What follows belongs to an exercise in optimizing a design on an open flow for small area; a production flow would make more cautious choices.
Function was checked by simulation only, so behaviour that the tests miss may differ from the original.

==> sierra <==
// bisecur_codec
module bisecur_codec (
    input  wire         clk,
    input  wire         rst,
    input  wire [31:0]  te_short,
    input  wire [31:0]  te_delta,
    input  wire         op_valid,
    input  wire [7:0]   op_code,
    input  wire         op_level,
    input  wire [31:0]  op_dur,
    input  wire         op_en,
    input  wire         op_src,
    input  wire         op_key_valid,
    input  wire         op_rep_valid,
    input  wire [15:0]  op_bit_count,
    input  wire [31:0]  op_repeat,
    input  wire [175:0] op_key,
    output reg          rsp_valid,
    output reg  [2:0]   rsp_status,
    output reg          rsp_sym_valid,
    output reg          rsp_sym_level,
    output reg  [31:0]  rsp_sym_dur,
    output wire         pkt_ready,
    output wire         rx_full,
    output wire [175:0] pkt_key,
    output wire [7:0]   pkt_calc,
    output wire         pkt_known,
    output wire         pkt_ok,
    output wire         pkt_valid
);
    localparam [2:0] S_RST  = 3'd0;
    localparam [2:0] S_PAS  = 3'd1;
    localparam [2:0] S_PHVL = 3'd2;
    localparam [2:0] S_PAL  = 3'd3;
    localparam [2:0] S_FD0  = 3'd4;    
    localparam [2:0] S_FD1  = 3'd5;    
    localparam [2:0] S_CPL  = 3'd6;
    function [32:0] add32;
        input [31:0] a, b;
        input        ci;
        integer k;
        reg c, c0, c1;
        reg [15:0] s0, s1;
        begin
            c = ci;
            for (k = 0; k < 16; k = k + 1) begin
                add32[k] = a[k] ^ b[k] ^ c;
                c = (a[k] & b[k]) | (a[k] & c) | (b[k] & c);
            end
            c0 = 1'b0;
            c1 = 1'b1;
            for (k = 16; k < 32; k = k + 1) begin
                s0[k-16] = a[k] ^ b[k] ^ c0;
                c0 = (a[k] & b[k]) | (a[k] & c0) | (b[k] & c0);
                s1[k-16] = a[k] ^ b[k] ^ c1;
                c1 = (a[k] & b[k]) | (a[k] & c1) | (b[k] & c1);
            end
            add32[31:16] = c ? s1 : s0;
            add32[32] = c ? c1 : c0;
        end
    endfunction
    function [31:0] dec32;
        input [31:0] a;
        integer k;
        reg b;
        begin
            b = 1'b1;
            for (k = 0; k < 32; k = k + 1) begin
  ...
export LEC_CHECK = 0
export CAP_MARGIN = 20
export CORE_MARGIN = 2
export CORE_UTILIZATION = 40
export SLEW_MARGIN = 20
create_clock -name core_clock -period 14.0 [get_ports {clk}]
standard.sh (not shown) runs the stock make flow with config.mk's settings and CLKGATE_MAP_FILE= SYNTH_SCRIPT=/design/flow/synth_recipe.tcl, a recipe that flattens the netlist after the stock synthesis.
==> flow/flow/run.sh <==
#!/bin/bash
# Layout flow: the standard synthesis (standard.sh synth, unchanged), then
# the combinational logic of its netlist re-mapped for area by ABC (registers
# and full-adder cells kept as they are, same names and cell types), then the
# standard ORFS layout (standard.sh finish) on that netlist, with:
#  - every input and output port buffered with buf_1;
#  - clock tree synthesis without dummy loads, built from clkbuf_4 with
#    sink clusters of up to 8 flip-flops.
# Logs in this folder: flow_synth.log (standard synthesis), flow_resyn.log
# (the re-mapping, Yosys and ABC), flow_make.log (the rest of the layout);
# each ORFS step also keeps its own log under orfs/logs/.
set -euo pipefail
HERE=$PWD
F=$HERE/flow
R=$HERE/orfs/results/$FLOW_PLATFORM/bisecur_codec/base
LIB=$FLOW_HOME/platforms/$FLOW_PLATFORM/lib/sky130_fd_sc_hd__tt_025C_1v80.lib
YOSYS=$FLOW_HOME/../tools/install/yosys/bin/yosys
export BUFFER_PORTS_ARGS="-buffer_cell sky130_fd_sc_hd__buf_1"
export CTS_ARGS="-sink_clustering_enable -repair_clock_nets -sink_clustering_size 8 -sink_clustering_max_diameter 50 -dont_use_dummy_load -buf_list sky130_fd_sc_hd__clkbuf_4"

bash standard.sh synth > flow_synth.log 2>&1
cp $R/1_2_yosys.v $HERE/std_synth.v
sed -e "s#@LIB@#$LIB#g" -e "s#@IN@#$HERE/std_synth.v#" -e "s#@TOP@#$FLOW_TOP#" \
    -e "s#@DONTUSE@#$(cat $F/dont_use.txt)#" -e "s#@ABC@#$F/abc.script#" \
    -e "s#@STAT@#$HERE/resyn_stat.txt#" -e "s#@OUT@#$HERE/resyn.v#" $F/resyn.ys.in > $HERE/resyn.ys
$YOSYS -s $HERE/resyn.ys > flow_resyn.log 2>&1
cp $HERE/resyn.v $R/1_2_yosys.v
rm -f $R/1_synth.odb $R/1_synth.sdc
bash standard.sh finish > flow_make.log 2>&1
Other scripts of this flow, unchanged in this note and not shown: flow/flow/abc.script, flow/flow/dont_use.txt, flow/flow/resyn.ys.in
==> inputs of garnet, as changes to sierra <==
--- a/flow/design.v
+++ b/flow/design.v
@@ -17,11 +17,11 @@
     output reg          rsp_valid,
     output reg  [2:0]   rsp_status,
     output reg          rsp_sym_valid,
     output reg          rsp_sym_level,
     output reg  [31:0]  rsp_sym_dur,
-    output wire         pkt_ready,
+    output reg          pkt_ready,
     output wire         rx_full,
     output wire [175:0] pkt_key,
     output wire [7:0]   pkt_calc,
     output wire         pkt_known,
     output wire         pkt_ok,
@@ -56,10 +56,21 @@
             end
             add32[31:16] = c ? s1 : s0;
             add32[32] = c ? c1 : c0;
         end
     endfunction
+    function [31:0] add3;
+        input [31:0] a, b, d;
+        reg [31:0] ps, pc;
+        reg [32:0] r;
+        begin
+            ps = a ^ b ^ d;
+            pc = (a & b) | (a & d) | (b & d);
+            r = add32(ps, {pc[30:0], 1'b0}, 1'b0);
+            add3 = r[31:0];
+        end
+    endfunction
     function [31:0] dec32;
         input [31:0] a;
         integer k;
         reg b;
         begin
@@ -79,18 +90,11 @@
             for (k = 0; k < 32; k = k + 1)
                 c = (~a[k] & b[k]) | ((~a[k] | b[k]) & c);
             lt32 = c;
         end
     endfunction
-    reg [2:0]   dstate;     
-    reg         lz_feed;    
-    reg         lz_s, lz_l, lz_x;    
-    reg         lz_lvl;     
-    reg         lz_eq;      
-    reg         lz_175;     
-    reg [2:0]   d_state;    
-    reg         d_app;      
+    reg [2:0]   dstate;
     reg [7:0]   dcnt;
     reg         md_lvl;
     reg         cb_en;
     reg [175:0] dbuf;
     reg [175:0] pbuf;
@@ -112,17 +116,14 @@
     wire op_yield  = (op_code == 8'h51);
     wire op_stop   = (op_code == 8'h52);
     wire op_legal  = op_dreset | op_feed | op_setcb | op_parse | op_ser |
                      op_load | op_yield | op_stop;
     wire [31:0] te_long = {te_short[30:0], 1'b0};
-    wire [31:0] te_4    = {te_short[29:0], 2'b00};
     wire [31:0] n_mark  = {te_short[28:0], 3'b000};
-    reg s1, s2, s4, s8, sf;      
-    wire [31:0] x_base = ({32{s1}} & te_short) | ({32{s2}} & te_long) |
-                         ({32{s4}} & te_4) | ({32{s8}} & n_mark);
-    wire [32:0] x_s    = add32(x_base, {32{sf}} & ~{1'b0, te_short[31:1]}, sf & ~te_short[0]);
-    wire [31:0] x_nom  = x_s[31:0];
+    reg s1, s2, s8, sf;      
+    wire [31:0] x_base = ({32{s1}} & te_short) | ({32{s2}} & te_long) | ({32{s8}} & n_mark);
+    wire [31:0] x_nom  = add3(x_base, {32{sf}} & te_short, {32{sf}} & {1'b0, te_short[31:1]});
     wire [32:0] d_hi = add32(op_dur, te_delta, 1'b0);      
     wire [32:0] d_lo = add32(op_dur, ~te_delta, 1'b1);     
     wire m_short = (d_hi[32] | lt32(te_short, d_hi[31:0])) & (~d_lo[32] | lt32(d_lo[31:0], te_short));
     wire m_long  = (d_hi[32] | lt32(te_long,  d_hi[31:0])) & (~d_lo[32] | lt32(d_lo[31:0], te_long));
     wire m_x     = (d_hi[32] | lt32(x_nom,    d_hi[31:0])) & (~d_lo[32] | lt32(d_lo[31:0], x_nom));
@@ -668,11 +669,11 @@
     assign pkt_known = ({p_type[7:6], p_type[4:0]} == 7'b0110000);
     assign pkt_calc  = pkt_known ? (p_type[5] ? crc_b : crc_a) : 8'h00;
     assign pkt_ok    = pkt_known & (pkt_calc == pbuf[7:0]);
     assign pkt_key   = pbuf;
     assign pkt_valid = p_valid;
-    assign rx_full   = (d_state == S_CPL);
+    assign rx_full   = (dstate == S_CPL);
     wire [7:0] e_inc = e_cnt + 8'd1;
     wire e_nxt    = (e_inc < 8'd176) ? eb[e_inc] : 1'b0;    
     wire e_h0     = (e_cnt[5:0] == 6'd0);
     wire e_h41    = e_cnt[5] & e_cnt[3] & ~e_cnt[2] & ~e_cnt[1] & e_cnt[0];
     wire e_hsync  = e_cnt[5] & e_cnt[3] & (e_cnt[2] | e_cnt[1]);
@@ -683,58 +684,54 @@
     wire e_level  = e_hdr ? e_cnt[0] : (e_sub ? e_cur : ~e_prev);
     always @* begin
         if (op_code[6]) begin
             if (e_hdr) begin
                 s1 = ~e_h0 & ~e_h41 & ~e_hsync;
-                s2 = e_hsync | e_h0;
-                s4 = 1'b0;
+                s2 = e_hsync;
                 s8 = e_h41;
                 sf = e_h0;
             end else begin
                 s1 = ~e_close & (e_sub | e_same);
-                s2 = ~e_close & ~(e_sub | e_same);
-                s4 = e_close;
+                s2 = e_close | ~(e_sub | e_same);
                 s8 = 1'b0;
                 sf = e_close;
             end
         end else begin
             s1 = 1'b0;
-            s2 = ~d_state[2] & ~(d_state == S_PAS);
-            s4 = d_state[2];
-            s8 = (d_state == S_PAS);
-            sf = ~(d_state == S_PAS);
+            s2 = dstate[2];
+            s8 = (dstate == S_PAS);
+            sf = ~(dstate == S_PAS);
         end
     end
     wire d175     = dcnt[7] & dcnt[5] & dcnt[3] & dcnt[2] & dcnt[1] & dcnt[0];
-    wire k_short  = lz_s | (lz_175 & lz_x);
-    wire k_any    = k_short | lz_l;
+    wire k_short  = m_short | (d175 & m_x);
+    wire k_any    = k_short | m_long;
+    reg [2:0] dnext;
+    reg       d_app;
     always @* begin
-        d_state = dstate;
-        d_app   = 1'b0;
-        if (lz_feed) begin
-            case (dstate)
-            S_RST:  if (!lz_lvl && lz_x) d_state = S_PAS;
-            S_PAS:  if (lz_lvl && lz_x) d_state = S_PHVL;
-                    else if (!lz_s) d_state = S_RST;
-            S_PHVL: d_state = (!lz_lvl && lz_l) ? S_PAL : S_RST;
-            S_PAL:  if (!lz_lvl && lz_s) d_state = S_FD1;
-                    else if (!lz_l) d_state = S_RST;
-            S_FD0:  d_state = k_short ? S_FD1 : S_RST;
-            S_FD1:  if (!k_any || lz_eq) d_state = S_RST;
-                    else begin
-                        d_app = 1'b1;
-                        if (lz_175) d_state = cb_en ? S_CPL : S_RST;
-                        else d_state = k_short ? S_FD0 : S_FD1;
-                    end
-            default: ;
-            endcase
-        end
+        dnext = dstate;
+        d_app = 1'b0;
+        case (dstate)
+        S_RST:  if (!op_level && m_x) dnext = S_PAS;
+        S_PAS:  if (op_level && m_x) dnext = S_PHVL;
+                else if (!m_short) dnext = S_RST;
+        S_PHVL: dnext = (!op_level && m_long) ? S_PAL : S_RST;
+        S_PAL:  if (!op_level && m_short) dnext = S_FD1;
+                else if (!m_long) dnext = S_RST;
+        S_FD0:  dnext = k_short ? S_FD1 : S_RST;
+        S_FD1:  if (!k_any || op_level == md_lvl) dnext = S_RST;
+                else begin
+                    d_app = 1'b1;
+                    if (d175) dnext = cb_en ? S_CPL : S_RST;
+                    else dnext = k_short ? S_FD0 : S_FD1;
+                end
+        default: ;
+        endcase
     end
-    assign pkt_ready = d_app & lz_175 & cb_en;
     wire ld_ok   = (op_bit_count == 16'd176) & op_key_valid;
-    wire d_shift = (d_state == S_FD1) & (op_level != md_lvl);
-    wire parse_go = op_src | (d_state == S_CPL);
+    wire d_shift = (dstate == S_FD1) & (op_level != md_lvl);
+    wire parse_go = op_src | (dstate == S_CPL);
     wire p_ld   = ~rst & op_valid & op_parse & parse_go;
     wire p_ldk  = p_ld & op_src;
     wire p_ldd  = p_ld & ~op_src;
     wire p_hold = ~rst & ~p_ld;
     always @(posedge clk)
@@ -746,18 +743,12 @@
         rsp_status    <= !op_legal                      ? 3'd4 :
                          (op_parse & ~parse_go)         ? 3'd3 :
                          (op_ser & ~p_valid)            ? 3'd3 :
                          (op_load & (op_bit_count != 16'd176)) ? 3'd1 :
                          (op_load & ~op_key_valid)      ? 3'd2 : 3'd0;
-        lz_s   <= m_short;
-        lz_l   <= m_long;
-        lz_x   <= m_x;
-        lz_lvl <= op_level;
-        lz_eq  <= (op_level == md_lvl);
-        lz_175 <= d175;
         if (op_valid && op_feed) begin
-            if (d_state == S_PAL) dcnt <= 8'd0;
+            if (dstate == S_PAL) dcnt <= 8'd0;
             else if (d_shift) dcnt <= dcnt + 8'd1;
             md_lvl <= op_level;
             if (d_shift) dbuf <= {dbuf[174:0], md_lvl};
         end
         if (op_valid && op_load && ld_ok) begin
@@ -815,17 +806,17 @@
             dstate    <= S_RST;
             cb_en     <= 1'b0;
             p_valid   <= 1'b0;
             eactive   <= 1'b0;
             rsp_valid <= 1'b0;
-            lz_feed   <= 1'b0;
+            pkt_ready <= 1'b0;
         end else begin
             rsp_valid <= op_valid;
-            lz_feed   <= op_valid & op_feed;
-            dstate    <= d_state;
+            pkt_ready <= op_valid & op_feed & d_app & d175 & cb_en;
             if (op_valid) begin
                 if (op_dreset) dstate <= S_RST;
+                if (op_feed) dstate <= dnext;
                 if (op_setcb) cb_en <= op_en;
                 if (op_parse && parse_go) p_valid <= 1'b1;
                 if (op_load) eactive <= ld_ok;
                 if (op_yield && !e_run) eactive <= 1'b0;
                 if (op_stop) eactive <= 1'b0;
--- a/flow/flow/run.sh
+++ b/flow/flow/run.sh
@@ -3,22 +3,22 @@
 # the combinational logic of its netlist re-mapped for area by ABC (registers
 # and full-adder cells kept as they are, same names and cell types), then the
 # standard ORFS layout (standard.sh finish) on that netlist, with:
 #  - every input and output port buffered with buf_1;
 #  - clock tree synthesis without dummy loads, built from clkbuf_4 with
-#    sink clusters of up to 8 flip-flops.
+#    sink clusters of up to 10 flip-flops.
 # Logs in this folder: flow_synth.log (standard synthesis), flow_resyn.log
 # (the re-mapping, Yosys and ABC), flow_make.log (the rest of the layout);
 # each ORFS step also keeps its own log under orfs/logs/.
 set -euo pipefail
 HERE=$PWD
 F=$HERE/flow
 R=$HERE/orfs/results/$FLOW_PLATFORM/bisecur_codec/base
 LIB=$FLOW_HOME/platforms/$FLOW_PLATFORM/lib/sky130_fd_sc_hd__tt_025C_1v80.lib
 YOSYS=$FLOW_HOME/../tools/install/yosys/bin/yosys
 export BUFFER_PORTS_ARGS="-buffer_cell sky130_fd_sc_hd__buf_1"
-export CTS_ARGS="-sink_clustering_enable -repair_clock_nets -sink_clustering_size 8 -sink_clustering_max_diameter 50 -dont_use_dummy_load -buf_list sky130_fd_sc_hd__clkbuf_4"
+export CTS_ARGS="-sink_clustering_enable -repair_clock_nets -sink_clustering_size 10 -sink_clustering_max_diameter 50 -dont_use_dummy_load -buf_list sky130_fd_sc_hd__clkbuf_4"
 
 bash standard.sh synth > flow_synth.log 2>&1
 cp $R/1_2_yosys.v $HERE/std_synth.v
 sed -e "s#@LIB@#$LIB#g" -e "s#@IN@#$HERE/std_synth.v#" -e "s#@TOP@#$FLOW_TOP#" \
     -e "s#@DONTUSE@#$(cat $F/dont_use.txt)#" -e "s#@ABC@#$F/abc.script#" \
--- a/flow/config.mk
+++ b/flow/config.mk
@@ -5,7 +5,7 @@
 export SDC_FILE = /design/flow/constraint.sdc
 export NUM_CORES = 4
 export LEC_CHECK = 0
 export CAP_MARGIN = 20
 export CORE_MARGIN = 2
-export CORE_UTILIZATION = 40
+export CORE_UTILIZATION = 55
 export SLEW_MARGIN = 20
==> inputs of fjord, as changes to sierra <==
--- a/flow/design.v
+++ b/flow/design.v
@@ -56,10 +56,21 @@
             end
             add32[31:16] = c ? s1 : s0;
             add32[32] = c ? c1 : c0;
         end
     endfunction
+    function [31:0] add3;
+        input [31:0] a, b, d;
+        reg [31:0] ps, pc;
+        reg [32:0] r;
+        begin
+            ps = a ^ b ^ d;
+            pc = (a & b) | (a & d) | (b & d);
+            r = add32(ps, {pc[30:0], 1'b0}, 1'b0);
+            add3 = r[31:0];
+        end
+    endfunction
     function [31:0] dec32;
         input [31:0] a;
         integer k;
         reg b;
         begin
@@ -112,17 +123,14 @@
     wire op_yield  = (op_code == 8'h51);
     wire op_stop   = (op_code == 8'h52);
     wire op_legal  = op_dreset | op_feed | op_setcb | op_parse | op_ser |
                      op_load | op_yield | op_stop;
     wire [31:0] te_long = {te_short[30:0], 1'b0};
-    wire [31:0] te_4    = {te_short[29:0], 2'b00};
     wire [31:0] n_mark  = {te_short[28:0], 3'b000};
-    reg s1, s2, s4, s8, sf;      
-    wire [31:0] x_base = ({32{s1}} & te_short) | ({32{s2}} & te_long) |
-                         ({32{s4}} & te_4) | ({32{s8}} & n_mark);
-    wire [32:0] x_s    = add32(x_base, {32{sf}} & ~{1'b0, te_short[31:1]}, sf & ~te_short[0]);
-    wire [31:0] x_nom  = x_s[31:0];
+    reg s1, s2, s8, sf;      
+    wire [31:0] x_base = ({32{s1}} & te_short) | ({32{s2}} & te_long) | ({32{s8}} & n_mark);
+    wire [31:0] x_nom  = add3(x_base, {32{sf}} & te_short, {32{sf}} & {1'b0, te_short[31:1]});
     wire [32:0] d_hi = add32(op_dur, te_delta, 1'b0);      
     wire [32:0] d_lo = add32(op_dur, ~te_delta, 1'b1);     
     wire m_short = (d_hi[32] | lt32(te_short, d_hi[31:0])) & (~d_lo[32] | lt32(d_lo[31:0], te_short));
     wire m_long  = (d_hi[32] | lt32(te_long,  d_hi[31:0])) & (~d_lo[32] | lt32(d_lo[31:0], te_long));
     wire m_x     = (d_hi[32] | lt32(x_nom,    d_hi[31:0])) & (~d_lo[32] | lt32(d_lo[31:0], x_nom));
@@ -683,25 +691,22 @@
     wire e_level  = e_hdr ? e_cnt[0] : (e_sub ? e_cur : ~e_prev);
     always @* begin
         if (op_code[6]) begin
             if (e_hdr) begin
                 s1 = ~e_h0 & ~e_h41 & ~e_hsync;
-                s2 = e_hsync | e_h0;
-                s4 = 1'b0;
+                s2 = e_hsync;
                 s8 = e_h41;
                 sf = e_h0;
             end else begin
                 s1 = ~e_close & (e_sub | e_same);
-                s2 = ~e_close & ~(e_sub | e_same);
-                s4 = e_close;
+                s2 = e_close | ~(e_sub | e_same);
                 s8 = 1'b0;
                 sf = e_close;
             end
         end else begin
             s1 = 1'b0;
-            s2 = ~d_state[2] & ~(d_state == S_PAS);
-            s4 = d_state[2];
+            s2 = d_state[2];
             s8 = (d_state == S_PAS);
             sf = ~(d_state == S_PAS);
         end
     end
     wire d175     = dcnt[7] & dcnt[5] & dcnt[3] & dcnt[2] & dcnt[1] & dcnt[0];
--- a/flow/flow/run.sh
+++ b/flow/flow/run.sh
@@ -3,22 +3,22 @@
 # the combinational logic of its netlist re-mapped for area by ABC (registers
 # and full-adder cells kept as they are, same names and cell types), then the
 # standard ORFS layout (standard.sh finish) on that netlist, with:
 #  - every input and output port buffered with buf_1;
 #  - clock tree synthesis without dummy loads, built from clkbuf_4 with
-#    sink clusters of up to 8 flip-flops.
+#    sink clusters of up to 10 flip-flops.
 # Logs in this folder: flow_synth.log (standard synthesis), flow_resyn.log
 # (the re-mapping, Yosys and ABC), flow_make.log (the rest of the layout);
 # each ORFS step also keeps its own log under orfs/logs/.
 set -euo pipefail
 HERE=$PWD
 F=$HERE/flow
 R=$HERE/orfs/results/$FLOW_PLATFORM/bisecur_codec/base
 LIB=$FLOW_HOME/platforms/$FLOW_PLATFORM/lib/sky130_fd_sc_hd__tt_025C_1v80.lib
 YOSYS=$FLOW_HOME/../tools/install/yosys/bin/yosys
 export BUFFER_PORTS_ARGS="-buffer_cell sky130_fd_sc_hd__buf_1"
-export CTS_ARGS="-sink_clustering_enable -repair_clock_nets -sink_clustering_size 8 -sink_clustering_max_diameter 50 -dont_use_dummy_load -buf_list sky130_fd_sc_hd__clkbuf_4"
+export CTS_ARGS="-sink_clustering_enable -repair_clock_nets -sink_clustering_size 10 -sink_clustering_max_diameter 50 -dont_use_dummy_load -buf_list sky130_fd_sc_hd__clkbuf_4"
 
 bash standard.sh synth > flow_synth.log 2>&1
 cp $R/1_2_yosys.v $HERE/std_synth.v
 sed -e "s#@LIB@#$LIB#g" -e "s#@IN@#$HERE/std_synth.v#" -e "s#@TOP@#$FLOW_TOP#" \
     -e "s#@DONTUSE@#$(cat $F/dont_use.txt)#" -e "s#@ABC@#$F/abc.script#" \
==> inputs of raven, as changes to sierra <==
--- a/flow/design.v
+++ b/flow/design.v
@@ -56,10 +56,21 @@
             end
             add32[31:16] = c ? s1 : s0;
             add32[32] = c ? c1 : c0;
         end
     endfunction
+    function [31:0] add3;
+        input [31:0] a, b, d;
+        reg [31:0] ps, pc;
+        reg [32:0] r;
+        begin
+            ps = a ^ b ^ d;
+            pc = (a & b) | (a & d) | (b & d);
+            r = add32(ps, {pc[30:0], 1'b0}, 1'b0);
+            add3 = r[31:0];
+        end
+    endfunction
     function [31:0] dec32;
         input [31:0] a;
         integer k;
         reg b;
         begin
@@ -112,17 +123,14 @@
     wire op_yield  = (op_code == 8'h51);
     wire op_stop   = (op_code == 8'h52);
     wire op_legal  = op_dreset | op_feed | op_setcb | op_parse | op_ser |
                      op_load | op_yield | op_stop;
     wire [31:0] te_long = {te_short[30:0], 1'b0};
-    wire [31:0] te_4    = {te_short[29:0], 2'b00};
     wire [31:0] n_mark  = {te_short[28:0], 3'b000};
-    reg s1, s2, s4, s8, sf;      
-    wire [31:0] x_base = ({32{s1}} & te_short) | ({32{s2}} & te_long) |
-                         ({32{s4}} & te_4) | ({32{s8}} & n_mark);
-    wire [32:0] x_s    = add32(x_base, {32{sf}} & ~{1'b0, te_short[31:1]}, sf & ~te_short[0]);
-    wire [31:0] x_nom  = x_s[31:0];
+    reg s1, s2, s8, sf;      
+    wire [31:0] x_base = ({32{s1}} & te_short) | ({32{s2}} & te_long) | ({32{s8}} & n_mark);
+    wire [31:0] x_nom  = add3(x_base, {32{sf}} & te_short, {32{sf}} & {1'b0, te_short[31:1]});
     wire [32:0] d_hi = add32(op_dur, te_delta, 1'b0);      
     wire [32:0] d_lo = add32(op_dur, ~te_delta, 1'b1);     
     wire m_short = (d_hi[32] | lt32(te_short, d_hi[31:0])) & (~d_lo[32] | lt32(d_lo[31:0], te_short));
     wire m_long  = (d_hi[32] | lt32(te_long,  d_hi[31:0])) & (~d_lo[32] | lt32(d_lo[31:0], te_long));
     wire m_x     = (d_hi[32] | lt32(x_nom,    d_hi[31:0])) & (~d_lo[32] | lt32(d_lo[31:0], x_nom));
@@ -683,25 +691,22 @@
     wire e_level  = e_hdr ? e_cnt[0] : (e_sub ? e_cur : ~e_prev);
     always @* begin
         if (op_code[6]) begin
             if (e_hdr) begin
                 s1 = ~e_h0 & ~e_h41 & ~e_hsync;
-                s2 = e_hsync | e_h0;
-                s4 = 1'b0;
+                s2 = e_hsync;
                 s8 = e_h41;
                 sf = e_h0;
             end else begin
                 s1 = ~e_close & (e_sub | e_same);
-                s2 = ~e_close & ~(e_sub | e_same);
-                s4 = e_close;
+                s2 = e_close | ~(e_sub | e_same);
                 s8 = 1'b0;
                 sf = e_close;
             end
         end else begin
             s1 = 1'b0;
-            s2 = ~d_state[2] & ~(d_state == S_PAS);
-            s4 = d_state[2];
+            s2 = d_state[2];
             s8 = (d_state == S_PAS);
             sf = ~(d_state == S_PAS);
         end
     end
     wire d175     = dcnt[7] & dcnt[5] & dcnt[3] & dcnt[2] & dcnt[1] & dcnt[0];
--- a/flow/flow/run.sh
+++ b/flow/flow/run.sh
@@ -3,22 +3,22 @@
 # the combinational logic of its netlist re-mapped for area by ABC (registers
 # and full-adder cells kept as they are, same names and cell types), then the
 # standard ORFS layout (standard.sh finish) on that netlist, with:
 #  - every input and output port buffered with buf_1;
 #  - clock tree synthesis without dummy loads, built from clkbuf_4 with
-#    sink clusters of up to 8 flip-flops.
+#    sink clusters of up to 10 flip-flops (35 um across).
 # Logs in this folder: flow_synth.log (standard synthesis), flow_resyn.log
 # (the re-mapping, Yosys and ABC), flow_make.log (the rest of the layout);
 # each ORFS step also keeps its own log under orfs/logs/.
 set -euo pipefail
 HERE=$PWD
 F=$HERE/flow
 R=$HERE/orfs/results/$FLOW_PLATFORM/bisecur_codec/base
 LIB=$FLOW_HOME/platforms/$FLOW_PLATFORM/lib/sky130_fd_sc_hd__tt_025C_1v80.lib
 YOSYS=$FLOW_HOME/../tools/install/yosys/bin/yosys
 export BUFFER_PORTS_ARGS="-buffer_cell sky130_fd_sc_hd__buf_1"
-export CTS_ARGS="-sink_clustering_enable -repair_clock_nets -sink_clustering_size 8 -sink_clustering_max_diameter 50 -dont_use_dummy_load -buf_list sky130_fd_sc_hd__clkbuf_4"
+export CTS_ARGS="-sink_clustering_enable -repair_clock_nets -sink_clustering_size 10 -sink_clustering_max_diameter 35 -dont_use_dummy_load -buf_list sky130_fd_sc_hd__clkbuf_4"
 
 bash standard.sh synth > flow_synth.log 2>&1
 cp $R/1_2_yosys.v $HERE/std_synth.v
 sed -e "s#@LIB@#$LIB#g" -e "s#@IN@#$HERE/std_synth.v#" -e "s#@TOP@#$FLOW_TOP#" \
     -e "s#@DONTUSE@#$(cat $F/dont_use.txt)#" -e "s#@ABC@#$F/abc.script#" \
==> out/results.ini <==
[status]
status = no timing/DRC/antenna violations

[sta]
setup_ws_ns = 0.392
finalCriticalPeriod_ns = 13.61

[critical_path]
required_ns = 14.75
cp_slowest_cell = fa_1

[place]
gp_congestion = 0.997

[floorplan]
rows = 88

[cells_and_area]
multi_input_area_share_pct = 39.9

[grt]
met1_usage_pct = 48.8

[detailed_routing]
wl_met2_mm = 57.3

(the above is from garnet)
==> out/results.ini <==
[status]
status = no timing/DRC/antenna violations

[cells_and_area]
multi_input_area_share_pct = 38.7

[grt]
met1_usage_pct = 38.2

[place]
gp_congestion = 1.02

[sta]
setup_ws_ns = 0.496
finalCriticalPeriod_ns = 13.50

[critical_path]
required_ns = 14.72
cp_slowest_cell = fa_2

[floorplan]
rows = 103

[detailed_routing]
wl_met2_mm = 59.5

(the above is from sierra)
==> out/results.ini <==
[critical_path]
ff2ff_setup_slack_ns = 0.63
required_ns = 14.80
cp_slowest_cell = fa_1

[floorplan]
rows = 103

[status]
status = no timing/DRC/antenna violations

[cells_and_area]
multi_input_area_share_pct = 39.1
area_share_nonclk_buffers_pct = 7.67

[clock_tree]
cts_sinks = 632

[detailed_routing]
wl_met2_mm = 57.1

[place]
gp_congestion = 1.00

[sta]
setup_ws_ns = 0.415
finalCriticalPeriod_ns = 13.59

(the above is from raven)
==> out/results.ini <==
[floorplan]
rows = 103

[status]
status = no timing/DRC/antenna violations

[sta]
setup_ws_ns = 0.427
finalCriticalPeriod_ns = 13.57

[critical_path]
required_ns = 14.75
cp_slowest_cell = fa_1

[detailed_routing]
wl_met2_mm = 58.3

[cells_and_area]
multi_input_area_share_pct = 39.4

[grt]
met1_usage_pct = 39.6

(the above is from fjord)

==> re-timing with driven ports <==
How much do the figures lean on ideal ports? The routed layouts below were timed once more, with nothing changed but the port constraints. Step 1 assumes that a clkbuf_16 drives the clock port and a buf_2 every other input. Step 2 moves the port delays by t, midway between the first and last clock arrival at a register: inputs arrive t later, outputs are due t later. That takes back most of the time a late clock gives input paths. Slacks: ideal / step 1 / step 2; pairs: ideal / step 1.
run	shift t [ns]	slack for setup (ns)	clock arrival spread, ns	worst slew at a driven data input, ns	cell pins on the clock port's net
sierra	0.933	0.496 / 0.541 / -0.392	0.155 / 0.155	0.15	1
garnet	0.895	0.392 / 0.412 / -0.483	0.124 / 0.124	0.12	1
fjord	0.935	0.427 / 0.465 / -0.471	0.130 / 0.131	0.19	1
raven	0.971	0.415 / 0.456 / -0.515	0.156 / 0.156	0.15	1
Met with ideal ports but missed after step 2: setup timing in every run listed. For raven, which loses most, drivers alone change the setup slack by +0.041 ns; drivers and shift together by -0.930 ns.
